This is an optimization exercise on Yosys and OpenROAD, whose aim is small area, a short achievable clock period and few clock cycles, not a production implementation.
No functional check of the RTL was part of any run shown here.
Power is estimated from default activity; no workload was simulated.

==> flow/design.v <==
module nasa_fa (
    input  wire       clk,
    input  wire       rst,
    input  wire       in_valid,
    input  wire [7:0] in_data,
    output wire       in_ready,
    output reg        pl_valid,
    output reg  [7:0] pl_data,
    output reg        pl_last,
    output reg        pl_empty
);
    localparam [7:0] STX = 8'h32;
    localparam [7:0] ETX = 8'h34;
    localparam       FD  = 4;           
    localparam       FW  = 2;           
    localparam [1:0] S_SRCH = 2'd0, S_L1 = 2'd1, S_L2 = 2'd2, S_BODY = 2'd3;
    localparam [1:0] E_IDLE = 2'd0, E_H1 = 2'd1, E_H2 = 2'd2, E_PAY = 2'd3;
    function [3:0] bcls(input [7:0] b);
        bcls = {(b >= 8'd4) && (b <= 8'd126), b == ETX, b == 8'd0, b == STX};
    endfunction
    function [15:0] crc_step(input [15:0] c_in, input [7:0] b);
        integer i;
        reg [15:0] c;
        begin
            c = c_in ^ {b, 8'h00};
            for (i = 0; i < 8; i = i + 1)
                c = c[15] ? ({c[14:0], 1'b0} ^ 16'h1021) : {c[14:0], 1'b0};
            crc_step = c;
        end
    endfunction
    reg  [1023:0] ring;
    reg  [3:0]    f0, f127;             
    wire [7:0]    r0   = ring[7:0];
    wire [7:0]    r31  = ring[255:248];
    wire [7:0]    r63  = ring[511:504];
    wire [7:0]    r95  = ring[767:760];
    wire [7:0]    r126 = ring[1015:1008];
    wire [7:0]    r127 = ring[1023:1016];
    reg           in_ready_q;
    wire          ins = in_valid && in_ready_q && !rst;
    always @(posedge clk) begin
        ring <= {ring[1015:0], ins ? in_data : r127};
        f127 <= bcls(r126);
        f0   <= ins ? bcls(in_data) : f127;
    end
    assign in_ready = in_ready_q;
    reg  [6:0]  ph;         
    reg  [6:0]  tail;       
    reg  [6:0]  sp;         
    reg  [6:0]  d;          
    reg  [7:0]  ucnt;       
    reg  [1:0]  st;
    reg  [6:0]  cs;         
    reg         hi_ok;      
    reg  [6:0]  rem;        
    reg         last_q;     
    reg  [15:0] crc;
    reg         nv_v;       
    reg  [6:0]  nv;         
    reg         b1_stx, b1_zero, b2_stx;    
    reg  [6:0]  fq [0:FD-1];
    reg  [FW-1:0] fwp, frp;
    reg  [FW:0] fcnt;
    reg  [1:0]  es;
    reg  [1:0]  etap;
    reg  [6:0]  ecnt;
    wire        uany   = (ucnt != 8'd0);
    wire        d0     = (d == 7'd0);
    wire        d127   = (d == 7'd127);
    wire        ffull  = (fcnt == FD);
    wire        stall  = ffull && (st == S_BODY) && last_q;
    wire        sc_go  = uany && (d0 || d127) && !stall;
    wire [7:0]  x      = d127 ? r0 : r127;
    wire [3:0]  xf     = d127 ? f0 : f127;
    wire        x_stx  = xf[0];
    wire        x_zero = xf[1];
    wire        x_etx  = xf[2];
    wire        x_len  = xf[3];
    wire        nv_now   = b2_stx && b1_zero && x_len;
    wire        ok_frame = x_etx && (crc == 16'd0);
    wire        body_end = (st == S_BODY) && last_q;
    wire        do_push  = sc_go && body_end && ok_frame;
    wire        jump     = sc_go && body_end && !ok_frame && (nv_v || nv_now);
    wire [6:0]  jtgt     = nv_v ? nv : sp - 7'd2;
    reg  [1:0]  st_n;
    reg  [6:0]  cs_n;
    reg  [1:0]  cs_sel;     
    always @* begin
        st_n   = st;
        cs_sel = 2'd0;
        if (sc_go) begin
            case (st)
                S_SRCH: if (x_stx) begin cs_sel = 2'd1; st_n = S_L1; end
                S_L1:   st_n = S_L2;
                S_L2: begin
                    if (hi_ok && x_len)  st_n = S_BODY;
                    else if (b1_stx)     begin cs_sel = 2'd2; st_n = S_L2; end
                    else if (x_stx)      begin cs_sel = 2'd1; st_n = S_L1; end
                    else                 st_n = S_SRCH;
                end
                S_BODY: begin
                    if (!last_q)                         st_n = S_BODY;
                    else if (ok_frame || nv_v || nv_now) st_n = S_SRCH;
                    else if (b1_stx)     begin cs_sel = 2'd2; st_n = S_L2; end
                    else if (x_stx)      begin cs_sel = 2'd1; st_n = S_L1; end
                    else                 st_n = S_SRCH;
                end
            endcase
        end
        case (cs_sel)
            2'd1:    cs_n = sp;
            2'd2:    cs_n = sp - 7'd1;
            default: cs_n = cs;
        endcase
    end
    wire [6:0]  tail_n = ins ? ph : tail;
    wire        rebase = ins && !uany;
    wire [6:0]  ph_n   = ph + 7'd1;
    reg  [6:0]  sp_n, d_n;
    reg  [7:0]  ucnt_n;
    always @* begin
        if (jump) begin
            sp_n   = jtgt;
            d_n    = jtgt - ph_n;
            ucnt_n = {1'b0, tail_n - jtgt} + 8'd1;
        end else if (sc_go) begin
            sp_n   = sp + 7'd1;
            d_n    = d;
            ucnt_n = ucnt + {7'd0, ins} - 8'd1;
        end else if (rebase) begin
            sp_n   = ph;
            d_n    = 7'd127;
            ucnt_n = 8'd1;
        end else begin
            sp_n   = sp;
            d_n    = d - 7'd1;
            ucnt_n = ucnt + {7'd0, ins};
        end
    end
    reg  [7:0]  etb;
    always @* begin
        case (etap)
            2'd0:    etb = r31;
            2'd1:    etb = r63;
            2'd2:    etb = r95;
            default: etb = r127;
        endcase
    end
    wire        fne   = (fcnt != 0);
    wire [6:0]  front = fq[frp];
    wire [6:0]  fdist = front - ph;
    wire        e_start = (es == E_IDLE) && fne && (fdist[4:0] == 5'd0);
    wire        e_pop = (es == E_H2 && etb == 8'd4) || (es == E_PAY && ecnt == 7'd1);
    wire [FW:0] fcnt_n = fcnt + {{FW{1'b0}}, do_push} - {{FW{1'b0}}, e_pop};
    wire        cand_n  = (st_n != S_SRCH);
    wire        fne_n   = (fcnt_n != 0);
    wire        uany_n  = (ucnt_n != 8'd0);
    wire        empty_n = !cand_n && !uany_n && !fne_n;
    wire        tnext_n = ins || (ph == tail);
    wire        blk_n   = !fne_n && ((cand_n && cs_n == ph_n) ||
                                     (!cand_n && uany_n && d_n == 7'd0 && r126 == STX));
    wire        in_ready_n = (empty_n || tnext_n) && !blk_n;
    always @(posedge clk) begin
        if (rst) begin
            ph         <= 7'd0;
            ucnt       <= 8'd0;
            st         <= S_SRCH;
            fwp        <= 0;
            frp        <= 0;
            fcnt       <= 0;
            es         <= E_IDLE;
            in_ready_q <= 1'b1;
            pl_valid   <= 1'b0;
            pl_last    <= 1'b0;
            pl_empty   <= 1'b0;
        end else begin
            ph         <= ph_n;
            tail       <= tail_n;
            sp         <= sp_n;
            d          <= d_n;
            ucnt       <= ucnt_n;
            st         <= st_n;
            cs         <= cs_n;
            in_ready_q <= in_ready_n;
            if (sc_go) begin
                b2_stx  <= b1_stx;
                b1_stx  <= x_stx;
                b1_zero <= x_zero;
                if (st == S_L1 || (cs_sel == 2'd2)) hi_ok <= x_zero;
                if (st == S_L2) begin
                    rem    <= x[6:0] - 7'd1;
                    last_q <= 1'b0;
                    crc    <= 16'd0;
                    nv_v   <= 1'b0;
                end
                if (st == S_BODY) begin
                    if (nv_now && !nv_v) begin
                        nv_v <= 1'b1;
                        nv   <= sp - 7'd2;
                    end
                    crc    <= crc_step(crc, x);
                    rem    <= rem - 7'd1;
                    last_q <= (rem == 7'd2);
                end
            end
            if (do_push) begin
                fq[fwp] <= cs;
                fwp     <= fwp + 1'b1;
            end
            if (e_pop) frp <= frp + 1'b1;
            fcnt <= fcnt_n;
            pl_valid <= 1'b0;
            pl_last  <= 1'b0;
            pl_empty <= 1'b0;
            case (es)
                E_IDLE: begin
                    if (e_start) begin
                        etap <= ~fdist[6:5];
                        es   <= E_H1;
                    end
                end
                E_H1: es <= E_H2;
                E_H2: begin
                    ecnt <= etb[6:0] - 7'd4;
                    if (etb == 8'd4) begin
                        pl_valid <= 1'b1;
                        pl_last  <= 1'b1;
                        pl_empty <= 1'b1;
                        es       <= E_IDLE;
                    end else begin
                        es <= E_PAY;
                    end
                end
                E_PAY: begin
                    pl_valid <= 1'b1;
                    pl_data  <= etb;
                    pl_last  <= (ecnt == 7'd1);
                    ecnt     <= ecnt - 7'd1;
                    if (ecnt == 7'd1) es <= E_IDLE;
                end
            endcase
        end
    end
endmodule
==> flow/run.sh <==
#!/bin/bash
# synth_recipe.tcl (not shown) runs the flow's synth.tcl, then flattens the netlist and writes it again
# the make line also repeats each setting of config.mk as NAME=value (left out here)
make -C /OpenROAD-flow-scripts/flow DESIGN_CONFIG=/design/flow/config.mk WORK_HOME=/design/flow/orfs CLKGATE_MAP_FILE= SYNTH_SCRIPT=/design/flow/synth_recipe.tcl finish
==> flow/config.mk <==
export PLATFORM = sky130hd
export DESIGN_NAME = nasa_fa
export DESIGN_NICKNAME = nasa_fa
export VERILOG_FILES = /design/flow/design.v
export SDC_FILE = /design/flow/constraint.sdc
export NUM_CORES = 4
export LEC_CHECK = 0
export ABC_CLOCK_PERIOD_IN_PS = 3000
export CAP_MARGIN = 20
export CORE_MARGIN = 2
export CORE_UTILIZATION = 40
export SETUP_SLACK_MARGIN = 5
export SLEW_MARGIN = 20
==> flow/constraint.sdc <==
create_clock -name core_clock -period 10.0 [get_ports {clk}]
set_input_delay 2.0000 -clock core_clock [delete_from_list [all_inputs] [get_ports {clk}]]
set_output_delay 2.0000 -clock core_clock [all_outputs]
set_load 0.01 [all_outputs]
==> results of run 1 <==
-- synth_stat cells, types with 6 or more instances --
master and count:
xor2_1 41, xnor2_1 58, dfxtp_1 1064, mux4_2 15, ha_1 44, o21ai_0 33, nand3_1 22, and3_1 8
nand2_1 86, and2_1 9, a21oi_1 42, inv_1 53, nor2_1 88, nor2b_1 9, nand4_1 13, edfxtp_1 109
or3_1 6, mux2i_1 27, nor4_1 8, nor3_1 31, clkbuf_1 32
-- final timing paths --
check            start    endpoint  slack, ns
max            etap[0]  in_ready_q       5.21
min          ring[970]   ring[978]       0.31
max reg2reg    etap[0]  in_ready_q       5.21
min reg2reg  ring[970]   ring[978]       0.31
-- where the power goes --
group	internal, mW	switching [mW]
clock network	2.33	1.70
logic	0.0828	0.107
registers	4.84	0.0419
total	7.26	1.85
-- area by class of cell --
cell class	count	area, um2
Clock buffer	151	3140
Multi-Input combinational cell	648	4780
Timing Repair Buffer	48	463
Inverter	55	226
Fill cell	6164	38400
Sequential cell	1173	24600
Tap cell	959	1200
Clock inverter	38	463
-- cells by family (layout without fill, tap and decap cells) --
kind of cell               after synthesis  after routing
DFF                                   1173           1173
and+or+nand+nor                        317            318
AOI/OAI and AO/OA                      133            133
xor gates and xnor gates               101            101
buffers and inverters                   96            292
adders and majority gates               49             49
muxes                                   47             47
-- sequential cells by signal (all words and copies together), names as in the netlist, 8 cells and up, named ones only --
| register | count |
|---|---|
| fq | 28 |
| ring | 1024 |
| pl_data | 8 |
| ucnt | 8 |
| crc | 16 |
-- cells in the final DEF, fill, tap and decap left out, types with 5 or more instances in the layout --
master / n
a21oi_1: 42
clkbuf_8: 23
xor2_1: 41
nor2b_1: 7
and2_1: 7
bufinv_16: 5
dfxtp_1: 1064
nor2_1: 88
nand4_1: 13
clkbuf_1: 18
clkinv_2: 13
nor3_1: 30
clkdlybuf4s50_1: 20
nand2b_1: 5
nand3_1: 21
xnor2_1: 58
inv_6: 6
nor4_1: 7
edfxtp_1: 109
o21ai_1: 6
o21ai_0: 30
ha_1: 43
buf_4: 23
mux2i_1: 27
mux4_2: 15
o211ai_1: 5
clkbuf_16: 111
or3_1: 6
and3_1: 8
inv_1: 53
nand2_1: 85
-- timing repair --
action / in CTS / in global routing
resized for setup: 16 / 16
setup buffers: 3 / 17
gates cloned: 1 / 1
hold buffers: 0 / 0
setup endpoints to repair: 4 / 3
pin swaps: 2 / 8
-- per-stage QoR --
step | instances | setup WS, ns
CTS | 3054 | 5.00
finish | 3072 | 5.21
floorplan | 1916 | 5.01
global placement | 2861 | 3.80
global route | 3072 | 4.98
detailed placement | 2861 | 3.77
-- routing by layer --
| layer | GRT usage [%] | up-vias |
|---|---|---|
| met1 | 17.7 | 6353 |
| met2 | 17.7 | 226 |
| li1 | - | 6604 |
| met3 | 2.59 | 96 |
| met5 | 0 | - |
| met4 | 4.82 | 0 |
-- worst max-delay path, cell delays in order (launching register included) --
cell and delay (ns):
edfxtp_1 0.41, buf_12 0.16, buf_4 0.13, mux4_2 0.45
nor4_2 0.27, nand3_1 0.20, mux2i_1 0.26, and2_4 0.20
ha_1 0.22, inv_1 0.05, ha_1 0.12, inv_1 0.04
fa_2 0.34, xor2_1 0.16, xnor2_1 0.22, and3b_2 0.26
nand2_1 0.06, or4b_4 0.54, nor4_4 0.16, a211oi_2 0.08
a311o_1 0.33
==> flow_summary.json, run 1 <==
{
  "irDropWorstVdd_uv": 143,
  "finClkSkew_ns": 0.0262,
  "highest_layer": "met4",
  "fp-row-count": 99,
  "end_kind": "flop",
  "htreeDepth": 3,
  "yosys_register_bits": 1173,
  "synth-compound-area-share_pct": 2.91,
  "grt_pass1_wl_mm": 73.6,
  "root_buffer": "clkbuf_16",
  "boundaryPins": 23,
  "yosysUniqueCellTypes": 75,
  "ys.flop_type": "dfxtp_1",
  "finalInstanceArea_mm2": 0.0348,
  "start_kind": "flop",
  "place_hpwl_mm": 28.8,
  "cts.path.max_buffers": 3,
  "power.density_mw_per_mm2": 261,
  "post_drt_via_cell_ratio": 4.32,
  "vias": 13300,
  "holdPathStages": 0,
  "dpl-instance-area_mm2": 0.0309,
  "yosys.area_share.simple_pct": 5.43,
  "wl_met1_mm": 23.9,
  "wirelength_mm": 46.4,
  "dieWidth_um": 276,
  "p_total_mw": 9.10,
  "clk_latency_ns": 0.66,
  "setup_violations": 0,
  "die_y_um": 276,
  "yosys_warnings": 1,
  "yosysSeqAreaShare_pct": 82.9,
  "grt_overflow_total": 0,
  "hold_ws_ns": 0.311,
  "yosysTopAreaCellShare_pct": 71.9,
  "worst-path-max-fanout": 7,
  "synth_fa_ha_area_share_pct": 2.16,
  "initial_core_util_pct": 40.5,
  "cp_data_arrival_time_ns": 5.33,
  "antenna_found_initial": 1,
  "reg2reg_depth": 20,
  "core_area_mm2": 0.0732,
  "first_iter_violations": 651,
  "gp_congestion": 0.800,
  "slew_violations": 0,
  "cts.sink_count": 1173,
  "async_reset_ff_share_pct": 0,
  "crit_required_ns": 10.54,
  "first_pass_iters": 5,
  "muxShareOfSynthArea_pct": 2.25,
  "met3WireLength_mm": 1.93,
  "clkTransAtPathRegs_ns": 0.06,
  "grt_pass1_vias": 13400,
  "synth.avg_cell_area_um2": 15.5,
  "cts_tree": "yes",
  "fin_tns_setup_ns": 0,
  "grtUsageTotal_pct": 12.2,
  "max_freq_mhz": 209,
  "relSlewSlack_pct": 29.3,
  "drc": 0,
  "syn-cell-area_mm2": 0.0296,
  "synth_edf_count": 109,
  "drive_above_1_share_pct": 11.8,
  "diodes": 0,
  "rsz0062_at_grt": "no",
  "synth_top_family_by_area": "simple AND/OR/NAND/NOR gates",
  "synth_area_leaders": "dfxtp_1 (72%), edfxtp_1 (11%), ha_1 (1.9%), xnor2_1 (1.7%), xor2_1 (1.2%)",
  "drtAntennaViolNets": 0,
  "io_buffer_count": 22,
  "finalCritPeriodShare_pct": 47.9,
  "wl_met2_mm": 19.3,
  "numCtsBuffers": 104,
  "fin_nets": 2089,
  "period_needed_ns": 4.79,
  "netlist_instances": 1916,
  "synthToLayoutAreaGrowth_pct": 17.5,
  "hold_class": "reg2reg",
  "synthXorXnorAreaFrac_pct": 3.08,
  "status": "no timing/DRC/antenna violations",
  "fp.dieArea_mm2": 0.0763,
  "detail_route.wl_per_cell_um": 15.1,
  "maxCapViolations": 0,
  "finalCoreUtilization_pct": 47.6,
  "criticalPathCategory": "reg2reg",
  "grt_max_degree": 36,
  "synth.net_count": 1975,
  "finalHoldViolations": 0,
  "synth.largest_area_cell": "dfxtp_1",
  "p_leak_nw": 13.7,
  "worstMarginPinSlew_ns": 1.06
}
==> inputs of run 2 (changes only) <==
==> flow/config.mk (replaced) <==
export PLATFORM = sky130hd
export DESIGN_NAME = nasa_fa
export DESIGN_NICKNAME = nasa_fa
export VERILOG_FILES = /design/flow/design.v
export SDC_FILE = /design/flow/constraint.sdc
export NUM_CORES = 4
export LEC_CHECK = 0
export CAP_MARGIN = 20
export CORE_MARGIN = 2
export CORE_UTILIZATION = 40
export SLEW_MARGIN = 20
==> flow_summary.json, run 2 <==
{
  "status": "no timing/DRC/antenna violations",
  "crit_required_ns": 10.54,
  "synth_area_leaders": "dfxtp_1 (72%), edfxtp_1 (11%), ha_1 (1.9%), xnor2_1 (1.7%), xor2_1 (1.2%)",
  "cp_data_arrival_time_ns": 6.33,
  "use_met3_pct": 3.08,
  "gr-usage-met1_pct": 17.3,
  "cts-resized-gates": 0,
  "first_iter_violations": 865,
  "first_pass_iters": 5,
  "fin_tns_setup_ns": 0,
  "crit_buf_inv": 4,
  "max_stage_delay_ns": 0.48,
  "yosysSeqAreaShare_pct": 82.9,
  "worst-path-max-fanout": 35,
  "clk_latency_ns": 0.66,
  "dieWidth_um": 276,
  "cts.path.max_buffers": 3,
  "yosysTopAreaCellShare_pct": 71.9,
  "initial_core_util_pct": 40.5,
  "drtAntennaViolNets": 0,
  "p_leak_nw": 13.6,
  "finalCritPeriodShare_pct": 57.9,
  "finalInstanceArea_mm2": 0.0346,
  "crit_path_cell_trace": "clkdlybuf4s50_1, buf_4, inv_2, nand3_4, inv_2, a21boi_0, ha_1, fa_1, nor2b_1, o21ai_0, nand2b_1, xnor3_1, nand3_1, xor2_1, mux2i_1, and4_1, a311o_1",
  "antenna_found_initial": 0,
  "slew_violations": 0,
  "place_hpwl_mm": 28.8,
  "fin_nets": 2070,
  "place_ws_ns": 3.47,
  "hold_class": "reg2reg",
  "regArea_mm2": 0.0246,
  "yosys-top-cells-count": "dfxtp_1 (1064), edfxtp_1 (109), nor2_1 (88), nand2_1 (86), xnor2_1 (58)",
  "cts_tree": "yes",
  "fp.dieArea_mm2": 0.0763,
  "vias": 13200,
  "cts_hold_buf": 0,
  "grt_overflow_total": 0,
  "synth.avg_cell_area_um2": 15.5,
  "async_reset_ff_share_pct": 0,
  "top_register": "ring",
  "die_y_um": 276,
  "end_kind": "flop",
  "irDropWorstVdd_uv": 149,
  "met2_usage_pct": 17.7,
  "grt_max_degree": 36,
  "grtUsageTotal_pct": 12.1,
  "synth.net_count": 1975,
  "final_common_cell": "dfxtp_1",
  "fp-row-count": 99,
  "synth.largest_area_cell": "dfxtp_1",
  "setup_violations": 0,
  "max_freq_mhz": 173,
  "critPathSlowestCell": "inv_2",
  "grt_pass1_vias": 13400,
  "rsz0062_at_grt": "no",
  "detail_route.wl_per_cell_um": 15.0,
  "ys.flop_type": "dfxtp_1",
  "boundaryPins": 23,
  "finClkSkew_ns": 0.0266,
  "io_buffer_count": 22,
  "gp_congestion": 0.794,
  "synth_edf_count": 109,
  "grt_pass1_wl_mm": 73.0,
  "cts.sink_count": 1173,
  "finalHoldViolations": 0,
  "dpl-instance-area_mm2": 0.0309,
  "path_common_cell": "inv_2",
  "syn-cell-area_mm2": 0.0296,
  "start_kind": "input port",
  "busiest_layer": "met2",
  "wirelength_mm": 45.6,
  "period_needed_ns": 5.79,
  "path_delay_family": "buffers and inverters",
  "clkTransAtPathRegs_ns": 0.07,
  "yosys_register_bits": 1173,
  "layout_common_cells": "dfxtp_1 (1064), clkbuf_16 (113), edfxtp_1 (109)",
  "yosysMostFrequentCell": "dfxtp_1",
  "post_cts_buffers": 0,
  "multi_input_area_mm2": 0.00470,
  "numCtsBuffers": 106,
  "post_drt_via_cell_ratio": 4.34,
  "nFillCells": 6198,
  "htreeDepth": 3,
  "hold_ws_ns": 0.301,
  "netlist_instances": 1916,
  "final_cells": 3049,
  "largest_register_ffs": 1024,
  "yosysUniqueCellTypes": 75,
  "yosys_warnings": 1,
  "biggestRegsByFlops": "ring x1024, fq x28, crc x16",
  "core_area_mm2": 0.0732,
  "relSlewSlack_pct": 32.8,
  "root_buffer": "clkbuf_16",
  "worst_slack_ns": 4.21,
  "maxCapViolations": 0,
  "drive_above_1_share_pct": 10.4,
  "synthToLayoutAreaGrowth_pct": 16.6,
  "placed_cells": 2861,
  "criticalPathCategory": "in2reg",
  "worstMarginPinSlew_ns": 1.00,
  "power.density_mw_per_mm2": 264,
  "drc": 0
}
==> run 2: cell counts after synthesis <==
Identical to the previous run, type by type.
==> run 2: kinds of logic after synthesis <==
logic type               synth area share, %
buffers and inverters                   1.26
flip-flops                              82.9
AND/OR/NAND/NOR                         5.43
AO/OA/AOI/OAI                           2.91
adder cells (fa/ha/maj)                 2.16
multiplexers                            2.25
XOR/XNOR                                3.08
==> run 2: final timing paths <==
path | start | end | slack, ns | cells after the start
worst max-delay path | rst | in_ready_q | 4.21 | 17
worst min-delay path | ring[89] | ring[97] | 0.30 | 0
worst max register to register | etap[0] | in_ready_q | 4.66 | 18
worst min register to register | ring[89] | ring[97] | 0.30 | 0
==> run 2: cell type report <==
class                      instances  share of cell area [%]
sequential                      1173                    71.1
timing repair buffer              28                   0.789
inverter                          55                   0.597
clock buffer                     144                    9.01
antenna                            1                 0.00724
clock inverter                    42                    1.45
multi-input combinational        647                    13.6
tap                              959                    3.47
==> run 2: through the flow <==
stage / util (%) / total power [mW]
5_1_grt: 47.2 / 9.44
2_1_floorplan: - / 5.10
3_5_place_dp: 42.3 / 5.17
4_1_cts: 47.2 / 9.23
3_3_place_gp: 42.3 / 5.16
6_report: 47.2 / 9.11
==> run 2: layer usage <==
| metal | vias up | part of all wire, % |
|---|---|---|
| li1 | 6547 | - |
| met1 | 6330 | 51 |
| met2 | 248 | 42 |
| met3 | 99 | 4.3 |
| met4 | 0 | 2.7 |
| met5 | - | 0 |
==> run 2: where the power goes <==
part / leakage, nW / total, mW / internal [mW] / switching [mW]
clock network: 1.80 / 4.05 / 2.37 / 1.67
logic: 2.16 / 0.182 / 0.0771 / 0.105
registers: 9.63 / 4.88 / 4.84 / 0.0405
==> inputs of run 3 (changes only) <==
--- a/flow/design.v
+++ b/flow/design.v
@@ -48,7 +48,7 @@
     reg  [6:0]  tail;       
     reg  [6:0]  sp;         
     reg  [6:0]  d;          
-    reg  [7:0]  ucnt;       
+    reg         uany;       
     reg  [1:0]  st;
     reg  [6:0]  cs;         
     reg         hi_ok;      
@@ -64,7 +64,7 @@
     reg  [1:0]  es;
     reg  [1:0]  etap;
     reg  [6:0]  ecnt;
-    wire        uany   = (ucnt != 8'd0);
+    reg         ezero, eone;    
     wire        d0     = (d == 7'd0);
     wire        d127   = (d == 7'd127);
     wire        ffull  = (fcnt == FD);
@@ -117,26 +117,22 @@
     wire        rebase = ins && !uany;
     wire [6:0]  ph_n   = ph + 7'd1;
     reg  [6:0]  sp_n, d_n;
-    reg  [7:0]  ucnt_n;
     always @* begin
         if (jump) begin
-            sp_n   = jtgt;
-            d_n    = jtgt - ph_n;
-            ucnt_n = {1'b0, tail_n - jtgt} + 8'd1;
+            sp_n = jtgt;
+            d_n  = jtgt - ph_n;
         end else if (sc_go) begin
-            sp_n   = sp + 7'd1;
-            d_n    = d;
-            ucnt_n = ucnt + {7'd0, ins} - 8'd1;
+            sp_n = sp + 7'd1;
+            d_n  = d;
         end else if (rebase) begin
-            sp_n   = ph;
-            d_n    = 7'd127;
-            ucnt_n = 8'd1;
+            sp_n = ph;
+            d_n  = 7'd127;
         end else begin
-            sp_n   = sp;
-            d_n    = d - 7'd1;
-            ucnt_n = ucnt + {7'd0, ins};
-        end
-    end
+            sp_n = sp;
+            d_n  = d - 7'd1;
+        end
+    end
+    wire        uany_n = jump || ins || (uany && !(sc_go && sp == tail));
     reg  [7:0]  etb;
     always @* begin
         case (etap)
@@ -150,20 +146,19 @@
     wire [6:0]  front = fq[frp];
     wire [6:0]  fdist = front - ph;
     wire        e_start = (es == E_IDLE) && fne && (fdist[4:0] == 5'd0);
-    wire        e_pop = (es == E_H2 && etb == 8'd4) || (es == E_PAY && ecnt == 7'd1);
+    wire        e_pop = (es == E_PAY) && (ezero || eone);
     wire [FW:0] fcnt_n = fcnt + {{FW{1'b0}}, do_push} - {{FW{1'b0}}, e_pop};
-    wire        cand_n  = (st_n != S_SRCH);
-    wire        fne_n   = (fcnt_n != 0);
-    wire        uany_n  = (ucnt_n != 8'd0);
-    wire        empty_n = !cand_n && !uany_n && !fne_n;
-    wire        tnext_n = ins || (ph == tail);
-    wire        blk_n   = !fne_n && ((cand_n && cs_n == ph_n) ||
-                                     (!cand_n && uany_n && d_n == 7'd0 && r126 == STX));
-    wire        in_ready_n = (empty_n || tnext_n) && !blk_n;
+    wire        cand    = (st != S_SRCH);
+    wire        empty   = !cand && !uany && !fne;
+    wire        jump_mb = (st == S_BODY) && last_q && (nv_v || b2_stx);
+    wire        nfne_n  = (fcnt == 0) || (fcnt == 1 && e_pop);
+    wire        blk_n   = nfne_n && ((cand && cs == ph_n) ||
+                                     ((uany || ins) && (d0 || d == 7'd1 || jump_mb) && r126 == STX));
+    wire        in_ready_n = (empty || ins || ph == tail) && !blk_n;
     always @(posedge clk) begin
         if (rst) begin
             ph         <= 7'd0;
-            ucnt       <= 8'd0;
+            uany       <= 1'b0;
             st         <= S_SRCH;
             fwp        <= 0;
             frp        <= 0;
@@ -178,7 +173,7 @@
             tail       <= tail_n;
             sp         <= sp_n;
             d          <= d_n;
-            ucnt       <= ucnt_n;
+            uany       <= uany_n;
             st         <= st_n;
             cs         <= cs_n;
             in_ready_q <= in_ready_n;
@@ -221,22 +216,19 @@
                 end
                 E_H1: es <= E_H2;
                 E_H2: begin
-                    ecnt <= etb[6:0] - 7'd4;
-                    if (etb == 8'd4) begin
-                        pl_valid <= 1'b1;
-                        pl_last  <= 1'b1;
-                        pl_empty <= 1'b1;
-                        es       <= E_IDLE;
-                    end else begin
-                        es <= E_PAY;
-                    end
+                    ecnt  <= etb[6:0] - 7'd4;
+                    ezero <= (etb == 8'd4);
+                    eone  <= (etb == 8'd5);
+                    es    <= E_PAY;
                 end
                 E_PAY: begin
                     pl_valid <= 1'b1;
                     pl_data  <= etb;
-                    pl_last  <= (ecnt == 7'd1);
+                    pl_last  <= ezero || eone;
+                    pl_empty <= ezero;
                     ecnt     <= ecnt - 7'd1;
-                    if (ecnt == 7'd1) es <= E_IDLE;
+                    eone     <= (ecnt == 7'd2);
+                    if (ezero || eone) es <= E_IDLE;
                 end
             endcase
         end
--- a/flow/config.mk
+++ b/flow/config.mk
@@ -5,7 +5,9 @@
 export SDC_FILE = /design/flow/constraint.sdc
 export NUM_CORES = 4
 export LEC_CHECK = 0
+export ABC_CLOCK_PERIOD_IN_PS = 3000
 export CAP_MARGIN = 20
 export CORE_MARGIN = 2
 export CORE_UTILIZATION = 40
+export SETUP_SLACK_MARGIN = 5
 export SLEW_MARGIN = 20
==> flow_summary.json, run 3 <==
{
  "status": "no timing/DRC/antenna violations",
  "combPwrFrac_pct": 0.9,
  "hold_class": "reg2reg",
  "initial_core_util_pct": 40.2,
  "top_register": "ring",
  "syn-cell-area_mm2": 0.0286,
  "fp-row-count": 98,
  "grtUsageTotal_pct": 11.2,
  "yosysUniqueCellTypes": 64,
  "synth_edf_count": 111,
  "drive_above_1_share_pct": 10.7,
  "grt_pass1_wl_mm": 66.0,
  "post_cts_buffers": 0,
  "period_needed_ns": 3.88,
  "yosysMostFrequentCell": "dfxtp_1",
  "wirelength_mm": 40.6,
  "synth.net_count": 1826,
  "placed_cells": 2719,
  "end_kind": "flop",
  "finalCritPeriodShare_pct": 38.8,
  "ys.flop_type": "dfxtp_1",
  "cts.path.max_buffers": 3,
  "antenna_found_initial": 1,
  "sw_frac_of_total_pct": 19.4,
  "yosys-top-cells-count": "dfxtp_1 (1057), edfxtp_1 (111), nand2_1 (85), nor2_1 (67), xnor2_1 (49)",
  "root_buffer": "clkbuf_16",
  "first_pass_iters": 4,
  "reg2reg_depth": 10,
  "cp_data_arrival_time_ns": 4.18,
  "yosys_register_bits": 1168,
  "relSlewSlack_pct": 39.1,
  "layout_common_cells": "dfxtp_1 (1057), edfxtp_1 (111), clkbuf_16 (106)",
  "p_switching_mw": 1.73,
  "post_drt_via_cell_ratio": 4.21,
  "largest_register_ffs": 1024,
  "final_cells": 2906,
  "maxCapViolations": 0,
  "grt_max_degree": 34,
  "synth.avg_cell_area_um2": 16.1,
  "synth_area_leaders": "dfxtp_1 (74%), edfxtp_1 (12%), ha_1 (1.6%), xnor2_1 (1.5%), mux4_2 (1.2%)",
  "biggestRegsByFlops": "ring x1024, fq x28, crc x16",
  "yosysSeqAreaShare_pct": 85.5,
  "setup_violations": 0,
  "cts_tree": "yes",
  "yosysTopAreaCellShare_pct": 73.9,
  "dpl-instance-area_mm2": 0.0299,
  "clk_latency_ns": 0.65,
  "hold_ws_ns": 0.311,
  "power.density_mw_per_mm2": 265,
  "drtAntennaViolNets": 0,
  "synth.largest_area_cell": "dfxtp_1",
  "worstMarginPinSlew_ns": 0.911,
  "holdPathStages": 0,
  "fin_nets": 1923,
  "slew_violations": 0,
  "grt_overflow_total": 0,
  "grt_pass1_vias": 12300,
  "worst-path-max-fanout": 33,
  "cts.sink_count": 1168,
  "cts_hold_buf": 0,
  "numCtsBuffers": 101,
  "p_int_mw": 7.15,
  "gp_congestion": 0.826,
  "cts-resized-gates": 0,
  "die_y_um": 272,
  "clkPwrFrac_pct": 44.8,
  "final_common_cell": "dfxtp_1",
  "drc": 0,
  "criticalPathCategory": "in2reg",
  "first_iter_violations": 773,
  "nFillCells": 6012,
  "p_seq_share_pct": 54.3,
  "crit_required_ns": 10.30,
  "r2r_slack_ns": 6.44,
  "finClkSkew_ns": 0.0318,
  "boundaryPins": 23,
  "fp.dieArea_mm2": 0.0738,
  "start_kind": "input port",
  "async_reset_ff_share_pct": 0,
  "vias": 12200,
  "synthToLayoutAreaGrowth_pct": 16.9,
  "place_hpwl_mm": 25.0,
  "dieWidth_um": 272,
  "htreeDepth": 3,
  "max_freq_mhz": 257,
  "clkTransAtPathRegs_ns": 0.06,
  "netlist_instances": 1776,
  "detail_route.wl_per_cell_um": 14.0,
  "fin_tns_setup_ns": 0,
  "finalInstanceArea_mm2": 0.0335,
  "io_buffer_count": 22,
  "yosys_warnings": 1,
  "finalHoldViolations": 0,
  "rsz0062_at_grt": "no",
  "p_leak_nw": 13.1,
  "irDropWorstVdd_uv": 153,
  "core_area_mm2": 0.0712
}
-- run 3: per-stage QoR --
stage / worst slack (ns) / utilization, % / power (mW)
floorplan: 6.29 / - / 4.98
global placement: 5.51 / 42.0 / 5.00
detailed placement: 5.47 / 42.0 / 5.01
CTS: 6.07 / 47.0 / 8.99
global route: 5.97 / 47.0 / 9.20
finish: 6.12 / 47.0 / 8.88
-- run 3: layout make-up --
class / instances / area (um2) / share of cell area (%)
antenna: 1 / 2.50 / 0.00747
clock buffer: 137 / 2950 / 8.80
clock inverter: 48 / 601 / 1.79
inverter: 43 / 161 / 0.482
multi-input combinational: 534 / 3850 / 11.5
sequential: 1168 / 24500 / 73.1
tap: 950 / 1190 / 3.55
timing repair buffer: 25 / 246 / 0.736
-- run 3: power groups by stage --
stage	Combinational (mW)	Sequential (mW)	Clock, mW
floorplan	0.0617	4.91	0
global placement	0.0773	4.93	0
detailed placement	0.0804	4.93	0
CTS	0.0810	4.83	4.08
global route	0.0911	4.83	4.28
finish	0.0806	4.82	3.97
-- run 3: worst max-delay path, stage by stage --
cell,delay [ns]
clkdlybuf4s50_1,0.39
buf_4,0.24
or2_2,0.48
inv_1,0.50
nand2_1,0.24
nand2_1,0.31
-- run 3: logic make-up after synthesis --
logic type / share of synthesized area [%]
simple gates: 4.43
mux: 2.12
fa+ha+maj: 1.78
buf+inv: 1.03
xor+xnor: 2.65
compound gates: 2.47
flops: 85.5
-- run 3: layer usage --
layer / up-vias / GRT usage, % / wire, um
met5: - / 0 / 0
met4: 0 / 4.31 / 1180
met3: 88 / 2.64 / 1680
met2: 221 / 16.1 / 16900
met1: 5893 / 16.3 / 20900
li1: 6044 / - / -
-- run 3: path summary, 6_finish.rpt --
| kind | start | end |
|---|---|---|
| worst max-delay path | rst | sp[0] |
| worst min-delay path | ring[905] | ring[913] |
| worst max register to register | d[4] | fcnt[2] |
| worst min register to register | ring[905] | ring[913] |

==> port drivers added, routing unchanged <==
In the flow no input, the clock included, has a driving cell. The finished layouts below were timed again as built, in two steps.
Step 1 (the two cells are an assumption about what drives the block):
set clk [get_ports {clk}]
set_driving_cell -lib_cell sky130_fd_sc_hd__clkbuf_16 $clk
set_driving_cell -lib_cell sky130_fd_sc_hd__buf_2 [delete_from_list [all_inputs] $clk]
Step 2, shift: input delay + t, output delay - t, t = (earliest + latest rising clock arrival at the registers) / 2. This alone moves slack from input paths to output paths.
a / b / c = ideal / step 1 / step 2; a / b = the first two.
run	shift t [ns]	setup WS [ns]	worst hold slack (ns)	worst data-port slew with drivers (ns)
run 1	0.710	5.214 / 5.214 / 4.619	0.311 / 0.311 / 0.311	0.03
run 2	0.703	4.211 / 4.242 / 3.539	0.301 / 0.301 / 0.301	0.04
run 3	0.689	6.115 / 6.151 / 5.462	0.311 / 0.311 / 0.311	0.03
After both steps every run listed still meets setup and hold. For run 2, which loses most, drivers alone change the setup slack by +0.031 ns; drivers and shift together by -0.672 ns.
